Source: an optimization exercise on an open RTL-to-GDS flow (aim: small area, a short achievable clock period and few clock cycles per item). Production flows keep margins and buffers that such runs may drop.
At most, simulation tests tie the RTL to the original design; equivalence was not proved.

==> module feistel_core, before the edit <==
module feistel_core (
    input  wire         clk,
    input  wire         rst,       
    input  wire         start,     
    input  wire         alg,       
    input  wire         dir,       
    input  wire         chain,     
    input  wire         first,     
    input  wire [127:0] key,       
    input  wire [63:0]  iv,        
    input  wire [63:0]  din,       
    output wire         ready,
    output wire         done,      
    output wire [63:0]  dout       
);
    localparam [31:0] DELTA = 32'h9e3779b9;
    function [31:0] bswap(input [31:0] x);
        bswap = {x[7:0], x[15:8], x[23:16], x[31:24]};
    endfunction
    reg         busy;
    reg         done_r;
    reg         ready_r;       
    reg  [5:0]  h;             
    reg         alg_r, dir_r, chain_r;
    reg  [31:0] k0, k1, k2, k3;
    reg  [31:0] ta, sb;        
    reg  [63:0] prev;          
    reg  [63:0] last_ct;       
    reg         out_enc;       
    reg         out_enc1;      
    reg         fwd_ct;        
    wire [31:0] ct_hi   = fwd_ct ? bswap(sb) : last_ct[63:32];
    wire [63:0] prev_in = first ? iv : {ct_hi, last_ct[31:0]};
    wire [63:0] blk_in  = (chain && !dir) ? (din ^ prev_in) : din;
    wire [31:0] in_v0   = bswap(blk_in[31:0]);
    wire [31:0] in_v1   = bswap(blk_in[63:32]);
    wire [31:0] sum_tab [0:32];
    genvar gi;
    generate
        for (gi = 0; gi <= 32; gi = gi + 1) begin : g_tab
            assign sum_tab[gi] = gi * DELTA;
        end
    endgenerate
    wire [5:0]  q      = {1'b0, h[5:1]} + {5'd0, alg_r ? dir_r : h[0]};
    wire [5:0]  m_n    = dir_r ? (6'd32 - q) : (q + 6'd1);
    wire [31:0] s_n    = sum_tab[m_n];
    wire        tgt1_n = ~h[0] ^ dir_r;
    wire [1:0]  kidx_n = alg_r ? (tgt1_n ? s_n[12:11] : s_n[1:0]) : {tgt1_n, 1'b0};
    reg  [31:0] s_r;
    reg  [3:0]  ksel_r;
    reg         tgt1_r;
    reg         last_r;
    reg         first_r;
    always @(posedge clk) begin
        if (busy) begin
            s_r    <= s_n;
            ksel_r <= 4'd1 << kidx_n;
            tgt1_r <= tgt1_n;
            last_r <= (h == 6'd62);
            first_r <= 1'b0;
        end else begin
            s_r    <= dir ? 32'hc6ef3720 : (alg ? 32'd0 : DELTA);
            ksel_r <= dir ? 4'b0100 : 4'b0001;
            tgt1_r <= dir;
            last_r <= 1'b0;
            first_r <= 1'b1;
        end
    end
    wire        tgt1 = tgt1_r;
    wire        last = last_r;
    wire [31:0] s = s_r;
    wire [31:0] kx = ({32{ksel_r[0]}} & k0) | ({32{ksel_r[1]}} & k1) |
                     ({32{ksel_r[2]}} & k2) | ({32{ksel_r[3]}} & k3);
    wire [31:0] ky = tgt1 ? k3 : k1;
    wire [31:0] a1, a2, a3;
    feistel_add32 u_a1 (.a((sb << 4) ^ (alg_r ? (sb >> 5) : 32'd0)), .b(alg_r ? sb : kx),
                        .ci(1'b0), .y(a1));
    feistel_add32 u_a2 (.a(s), .b(alg_r ? kx : sb), .ci(1'b0), .y(a2));
    feistel_add32 u_a3 (.a(sb >> 5), .b(ky), .ci(1'b0), .y(a3));
    wire [31:0] f  = a1 ^ a2 ^ (alg_r ? 32'd0 : a3);
    wire [31:0] nb;
    feistel_add32 u_nb (.a(ta), .b(f ^ {32{dir_r}}), .ci(dir_r), .y(nb));
    wire [31:0] r_v0 = out_enc  ? ta : sb;
    wire [31:0] r_v1 = out_enc1 ? sb : ta;
    wire [63:0] blk_out = {bswap(r_v1), bswap(r_v0)};
    assign dout  = blk_out ^ prev;
    assign ready = ready_r;
    assign done  = done_r;
    always @(posedge clk) begin
        if (rst) begin
            busy    <= 1'b0;
            ready_r <= 1'b1;
            done_r  <= 1'b0;
        end else begin
            done_r  <= busy && last;
            if (!busy) begin
                busy    <= start;
                ready_r <= !start;
            end else if (last) begin
                busy    <= 1'b0;
                ready_r <= 1'b1;
            end
        end
    end
    always @(posedge clk) begin
        h <= busy ? (h + 6'd1) : 6'd0;
        out_enc  <= !dir_r;
        out_enc1 <= tgt1_r;
        fwd_ct   <= busy && last && !dir_r;
        if (!busy) begin
            alg_r   <= alg;
            dir_r   <= dir;
            chain_r <= chain;
            k0      <= bswap(key[31:0]);
            k1      <= bswap(key[63:32]);
            k2      <= bswap(key[95:64]);
            k3      <= bswap(key[127:96]);
            ta      <= dir ? in_v1 : in_v0;
            sb      <= dir ? in_v0 : in_v1;
            prev    <= (chain && dir) ? prev_in : 64'd0;
        end else begin
            ta      <= sb;
            sb      <= nb;
        end
        if (busy && (dir_r ? first_r : last))
            last_ct[31:0]  <= bswap(sb);
        if ((busy && dir_r && first_r) || fwd_ct)
            last_ct[63:32] <= bswap(dir_r ? ta : sb);
    end
endmodule
clock: 20.0 ns
lec_check: 0
cap_margin: 20
core_margin: 2
core_utilization: 40
slew_margin: 20
standard.sh (not shown) runs the stock make flow with config.mk's settings and CLKGATE_MAP_FILE= SYNTH_SCRIPT=/design/flow/synth_recipe.tcl, a recipe that flattens the netlist after the stock synthesis.
==> flow/flow/run.sh <==
#!/bin/bash
# The standard layout, with the smallest buffer on each port in place of the
# delay buffer that buffer_ports picks by default, and timing repair aiming
# for a shorter period than the clock's.
bash standard.sh BUFFER_PORTS_ARGS="-buffer_cell sky130_fd_sc_hd__buf_1" SETUP_SLACK_MARGIN=14.5 CTS_CLUSTER_SIZE=30 CTS_CLUSTER_DIAMETER=80 finish > standard.log 2>&1
The baseline passed the timing, DRC and antenna checks.
Change:
--- a/flow/design.v
+++ b/flow/design.v
@@ -23,17 +23,13 @@
     reg  [5:0]  h;             
     reg         alg_r, dir_r, chain_r;
     reg  [31:0] k0, k1, k2, k3;
     reg  [31:0] ta, sb;        
     reg  [63:0] prev;          
     reg  [63:0] last_ct;       
-    reg         out_enc;       
-    reg         out_enc1;      
-    reg         fwd_ct;        
-    wire [31:0] ct_hi   = fwd_ct ? bswap(sb) : last_ct[63:32];
-    wire [63:0] prev_in = first ? iv : {ct_hi, last_ct[31:0]};
+    wire [63:0] prev_in = first ? iv : last_ct;
     wire [63:0] blk_in  = (chain && !dir) ? (din ^ prev_in) : din;
     wire [31:0] in_v0   = bswap(blk_in[31:0]);
     wire [31:0] in_v1   = bswap(blk_in[63:32]);
     wire [31:0] sum_tab [0:32];
     genvar gi;
     generate
@@ -47,25 +43,28 @@
     wire        tgt1_n = ~h[0] ^ dir_r;
     wire [1:0]  kidx_n = alg_r ? (tgt1_n ? s_n[12:11] : s_n[1:0]) : {tgt1_n, 1'b0};
     reg  [31:0] s_r;
     reg  [3:0]  ksel_r;
     reg         tgt1_r;
     reg         last_r;
+    reg         last_dec;
     reg         first_r;
     always @(posedge clk) begin
         if (busy) begin
             s_r    <= s_n;
             ksel_r <= 4'd1 << kidx_n;
             tgt1_r <= tgt1_n;
             last_r <= (h == 6'd62);
+            last_dec <= (h == 6'd62) && dir_r;
             first_r <= 1'b0;
         end else begin
             s_r    <= dir ? 32'hc6ef3720 : (alg ? 32'd0 : DELTA);
             ksel_r <= dir ? 4'b0100 : 4'b0001;
             tgt1_r <= dir;
             last_r <= 1'b0;
+            last_dec <= 1'b0;
             first_r <= 1'b1;
         end
     end
     wire        tgt1 = tgt1_r;
     wire        last = last_r;
     wire [31:0] s = s_r;
@@ -77,16 +76,13 @@
                         .ci(1'b0), .y(a1));
     feistel_add32 u_a2 (.a(s), .b(alg_r ? kx : sb), .ci(1'b0), .y(a2));
     feistel_add32 u_a3 (.a(sb >> 5), .b(ky), .ci(1'b0), .y(a3));
     wire [31:0] f  = a1 ^ a2 ^ (alg_r ? 32'd0 : a3);
     wire [31:0] nb;
     feistel_add32 u_nb (.a(ta), .b(f ^ {32{dir_r}}), .ci(dir_r), .y(nb));
-    wire [31:0] r_v0 = out_enc  ? ta : sb;
-    wire [31:0] r_v1 = out_enc1 ? sb : ta;
-    wire [63:0] blk_out = {bswap(r_v1), bswap(r_v0)};
-    assign dout  = blk_out ^ prev;
+    assign dout  = {bswap(sb), bswap(ta)} ^ prev;
     assign ready = ready_r;
     assign done  = done_r;
     always @(posedge clk) begin
         if (rst) begin
             busy    <= 1'b0;
             ready_r <= 1'b1;
@@ -101,34 +97,31 @@
                 ready_r <= 1'b1;
             end
         end
     end
     always @(posedge clk) begin
         h <= busy ? (h + 6'd1) : 6'd0;
-        out_enc  <= !dir_r;
-        out_enc1 <= tgt1_r;
-        fwd_ct   <= busy && last && !dir_r;
         if (!busy) begin
             alg_r   <= alg;
             dir_r   <= dir;
             chain_r <= chain;
             k0      <= bswap(key[31:0]);
             k1      <= bswap(key[63:32]);
             k2      <= bswap(key[95:64]);
             k3      <= bswap(key[127:96]);
             ta      <= dir ? in_v1 : in_v0;
             sb      <= dir ? in_v0 : in_v1;
             prev    <= (chain && dir) ? prev_in : 64'd0;
+        end else if (last_dec) begin
+            ta      <= nb;
         end else begin
             ta      <= sb;
             sb      <= nb;
         end
         if (busy && (dir_r ? first_r : last))
-            last_ct[31:0]  <= bswap(sb);
-        if ((busy && dir_r && first_r) || fwd_ct)
-            last_ct[63:32] <= bswap(dir_r ? ta : sb);
+            last_ct <= {bswap(dir_r ? ta : nb), bswap(sb)};
     end
 endmodule
 module feistel_add32 (
     input  wire [31:0] a, b,
     input  wire        ci,
     output wire [31:0] y
=>
- synthesized cell count shrinks by about 2.8%
- utilization is about the same
- first-iteration DRC count grows by 14%
- worst setup slack is better by 0.13 ns
- sequential share of layout area grows by 1.5 points
No functional check of the RTL was part of any run of this note.

---

pepper:
feistel_core, a different RTL version from the one above (not shown whole).
Size in the first run: roughly 26,000 um^2 of cells after synthesis.
==> flow/design.v (excerpt) <==
module feistel_core (
    input  wire         clk,
    input  wire         rst,       
    input  wire         start,     
    input  wire         alg,       
    input  wire         dir,       
    input  wire         chain,     
    input  wire         first,     
    input  wire [127:0] key,       
    input  wire [63:0]  iv,        
    input  wire [63:0]  din,       
    output wire         ready,
    output wire         done,      
    output wire [63:0]  dout       
);
==> module feistel_core, before the edit <==
module feistel_core (
    input  wire         clk,
    input  wire         rst,       
    input  wire         start,     
    input  wire         alg,       
    input  wire         dir,       
    input  wire         chain,     
    input  wire         first,     
    input  wire [127:0] key,       
    input  wire [63:0]  iv,        
    input  wire [63:0]  din,       
    output wire         ready,
    output wire         done,      
    output wire [63:0]  dout       
);
    localparam [31:0] DELTA = 32'h9e3779b9;
    function [31:0] bswap(input [31:0] x);
        bswap = {x[7:0], x[15:8], x[23:16], x[31:24]};
    endfunction
    reg         busy;
    reg         done_r;
    reg         ready_r;       
    reg  [5:0]  h;             
    reg         alg_r, dir_r, chain_r;
    reg  [31:0] k0, k1, k2, k3;
    reg  [31:0] ta, sb;        
    reg  [63:0] prev;          
    reg  [63:0] last_ct;       
    reg         out_enc;       
    wire [63:0] prev_in = first ? iv : last_ct;
    wire [63:0] blk_in  = (chain && !dir) ? (din ^ prev_in) : din;
    wire [31:0] in_v0   = bswap(blk_in[31:0]);
    wire [31:0] in_v1   = bswap(blk_in[63:32]);
    wire [31:0] sum_tab [0:32];
    genvar gi;
    generate
        for (gi = 0; gi <= 32; gi = gi + 1) begin : g_tab
            assign sum_tab[gi] = gi * DELTA;
        end
    endgenerate
    wire [5:0]  q      = {1'b0, h[5:1]} + {5'd0, alg_r ? dir_r : h[0]};
    wire [5:0]  m_n    = dir_r ? (6'd32 - q) : (q + 6'd1);
    wire [31:0] s_n    = sum_tab[m_n];
    wire        tgt1_n = ~h[0] ^ dir_r;
    wire [1:0]  kidx_n = alg_r ? (tgt1_n ? s_n[12:11] : s_n[1:0]) : {tgt1_n, 1'b0};
    reg  [31:0] s_r;
    reg  [31:0] kx_n;
    always @* begin
        case (kidx_n)
            2'd0:    kx_n = k0;
            2'd1:    kx_n = k1;
            2'd2:    kx_n = k2;
            default: kx_n = k3;
        endcase
    end
    reg  [31:0] kx_r;
    reg         tgt1_r;
    reg         last_r;
    reg         first_r;
    always @(posedge clk) begin
        if (busy) begin
            s_r    <= s_n;
            kx_r   <= kx_n;
            tgt1_r <= tgt1_n;
            last_r <= (h == 6'd62);
            first_r <= 1'b0;
        end else begin
            s_r    <= dir ? 32'hc6ef3720 : (alg ? 32'd0 : DELTA);
            kx_r   <= dir ? bswap(key[95:64]) : bswap(key[31:0]);
            tgt1_r <= dir;
            last_r <= 1'b0;
            first_r <= 1'b1;
        end
    end
    wire        tgt1 = tgt1_r;
    wire        last = last_r;
    wire [31:0] s = s_r;
    wire [31:0] kx = kx_r;
    wire [31:0] ky = tgt1 ? k3 : k1;
    wire [31:0] a1, a2, a3;
    feistel_add32 u_a1 (.a((sb << 4) ^ (alg_r ? (sb >> 5) : 32'd0)), .b(alg_r ? sb : kx),
                        .ci(1'b0), .y(a1));
    feistel_add32 u_a2 (.a(s), .b(alg_r ? kx : sb), .ci(1'b0), .y(a2));
    feistel_add32 u_a3 (.a(sb >> 5), .b(ky), .ci(1'b0), .y(a3));
    wire [31:0] f  = a1 ^ a2 ^ (alg_r ? 32'd0 : a3);
    wire [31:0] nb;
    feistel_add32 u_nb (.a(ta), .b(f ^ {32{dir_r}}), .ci(dir_r), .y(nb));
    wire [31:0] r_v0 = out_enc ? ta : sb;
    wire [31:0] r_v1 = out_enc ? sb : ta;
    wire [63:0] blk_out = {bswap(r_v1), bswap(r_v0)};
    assign dout  = blk_out ^ prev;
    assign ready = ready_r;
    assign done  = done_r;
    always @(posedge clk) begin
        if (rst) begin
            busy    <= 1'b0;
            ready_r <= 1'b1;
            done_r  <= 1'b0;
        end else begin
            done_r  <= busy && last;
            if (!busy) begin
                busy    <= start;
                ready_r <= !start;
            end else if (last) begin
                busy    <= 1'b0;
                ready_r <= 1'b1;
            end
        end
    end
    always @(posedge clk) begin
        h <= busy ? (h + 6'd1) : 6'd0;
        out_enc <= !dir_r;
        if (!busy) begin
            alg_r   <= alg;
            dir_r   <= dir;
            chain_r <= chain;
            k0      <= bswap(key[31:0]);
            k1      <= bswap(key[63:32]);
            k2      <= bswap(key[95:64]);
            k3      <= bswap(key[127:96]);
            ta      <= dir ? in_v1 : in_v0;
            sb      <= dir ? in_v0 : in_v1;
            prev    <= (chain && dir) ? prev_in : 64'd0;
        end else begin
            ta      <= sb;
            sb      <= nb;
        end
        if (busy && (dir_r ? first_r : last))
            last_ct <= {bswap(dir_r ? ta : nb), bswap(sb)};
    end
endmodule
==> flow/config.mk <==
export PLATFORM = sky130hd
export DESIGN_NAME = feistel_core
export DESIGN_NICKNAME = feistel_core
export VERILOG_FILES = /design/flow/design.v
export SDC_FILE = /design/flow/constraint.sdc
export NUM_CORES = 4
export LEC_CHECK = 0
export CAP_MARGIN = 20
export CORE_MARGIN = 2
export CORE_UTILIZATION = 40
export SLEW_MARGIN = 20
==> flow/constraint.sdc <==
create_clock -name core_clock -period 20.0 [get_ports {clk}]
set_input_delay 4.0000 -clock core_clock [delete_from_list [all_inputs] [get_ports {clk}]]
set_output_delay 4.0000 -clock core_clock [all_outputs]
set_load 0.01 [all_outputs]
==> flow/flow/run.sh <==
#!/bin/bash
# The standard layout, with the smallest buffer on each port in place of the
# delay buffer that buffer_ports picks by default, and timing repair aiming
# for a shorter period than the clock's.
bash standard.sh BUFFER_PORTS_ARGS="-buffer_cell sky130_fd_sc_hd__buf_1" SETUP_SLACK_MARGIN=14 finish > standard.log 2>&1
The inputs of nickel differ from those of pepper as listed below.
--- a/flow/design.v
+++ b/flow/design.v
@@ -43,40 +43,39 @@
     wire [31:0] s_n    = sum_tab[m_n];
     wire        tgt1_n = ~h[0] ^ dir_r;
     wire [1:0]  kidx_n = alg_r ? (tgt1_n ? s_n[12:11] : s_n[1:0]) : {tgt1_n, 1'b0};
     reg  [31:0] s_r;
-    reg  [31:0] kx_n;
-    always @* begin
-        case (kidx_n)
-            2'd0:    kx_n = k0;
-            2'd1:    kx_n = k1;
-            2'd2:    kx_n = k2;
-            default: kx_n = k3;
-        endcase
-    end
-    reg  [31:0] kx_r;
+    reg  [1:0]  kidx_r;
     reg         tgt1_r;
     reg         last_r;
     reg         first_r;
     always @(posedge clk) begin
         if (busy) begin
             s_r    <= s_n;
-            kx_r   <= kx_n;
+            kidx_r <= kidx_n;
             tgt1_r <= tgt1_n;
             last_r <= (h == 6'd62);
             first_r <= 1'b0;
         end else begin
             s_r    <= dir ? 32'hc6ef3720 : (alg ? 32'd0 : DELTA);
-            kx_r   <= dir ? bswap(key[95:64]) : bswap(key[31:0]);
+            kidx_r <= {dir, 1'b0};
             tgt1_r <= dir;
             last_r <= 1'b0;
             first_r <= 1'b1;
         end
     end
     wire        tgt1 = tgt1_r;
     wire        last = last_r;
     wire [31:0] s = s_r;
-    wire [31:0] kx = kx_r;
+    reg  [31:0] kx;
+    always @* begin
+        case (kidx_r)
+            2'd0:    kx = k0;
+            2'd1:    kx = k1;
+            2'd2:    kx = k2;
+            default: kx = k3;
+        endcase
+    end
     wire [31:0] ky = tgt1 ? k3 : k1;
     wire [31:0] a1, a2, a3;
     feistel_add32 u_a1 (.a((sb << 4) ^ (alg_r ? (sb >> 5) : 32'd0)), .b(alg_r ? sb : kx),
                         .ci(1'b0), .y(a1));
Findings:
From pepper to nickel the numbers moved as follows: post-synth design cell area fell 2300 um^2; maximum frequency saw a decrease.
Relative to pepper, buffers plus inverters on the worst setup path has increased by 4 in nickel.
Higher met3 wirelength from detailed routing goes to pepper over nickel.
Number of instances in the synthesized netlist in nickel is 292 lower than in pepper
Cmp nickel and pepper / share of cell area taken by multi-input logic gates / lower: nickel
Area overhead of the layout relative to synthesis ends up lower on nickel.
Diff nickel..pepper | leftover overflow at the end of global routing | unchanged
pepper was larger in final cell area than nickel.
The higher count of state elements after synthesis of nickel and pepper is in pepper.
Testbench counts of nickel, summed over its fixed seeds: cycles 49,928, blocks 768.
Function not checked in pepper: the RTL went through the layout flow alone.

what the ideal ports hide:
The results above use ideal ports. As a check the final layouts listed here were re-extracted and re-timed, cells and wires unchanged. Step 1 (the two cells are an assumption about what drives the block):
set clk [get_ports {clk}]
set_driving_cell -lib_cell sky130_fd_sc_hd__clkbuf_16 $clk
set_driving_cell -lib_cell sky130_fd_sc_hd__buf_2 [delete_from_list [all_inputs] $clk]
Step 2, shift: input delay + t, output delay - t, t = (earliest + latest rising clock arrival at the registers) / 2. This alone moves slack from input paths to output paths. a / b / c = ideal ports / drivers / drivers and shift; a / b = the first two.
run | shift t [ns] | slack for setup (ns) | hold WS [ns] | latest minus earliest clock arrival (ns)
the first run of note 1 | 0.649 | 14.046 / 13.993 / 13.911 | 0.468 / 0.468 / 0.468 | 0.037 / 0.037
the second run of note 1 | 0.653 | 14.180 / 14.180 / 13.968 | 0.461 / 0.461 / 0.461 | 0.052 / 0.052
pepper | 0.660 | 14.013 / 13.949 / 13.808 | 0.467 / 0.467 / 0.467 | 0.023 / 0.022
nickel | 0.631 | 13.924 / 13.924 / 13.478 | 0.462 / 0.462 / 0.462 | 0.020 / 0.020
After both steps every run listed still meets setup and hold. For nickel, which loses most, drivers alone change the setup slack by 0.000 ns; drivers and shift together by -0.446 ns.
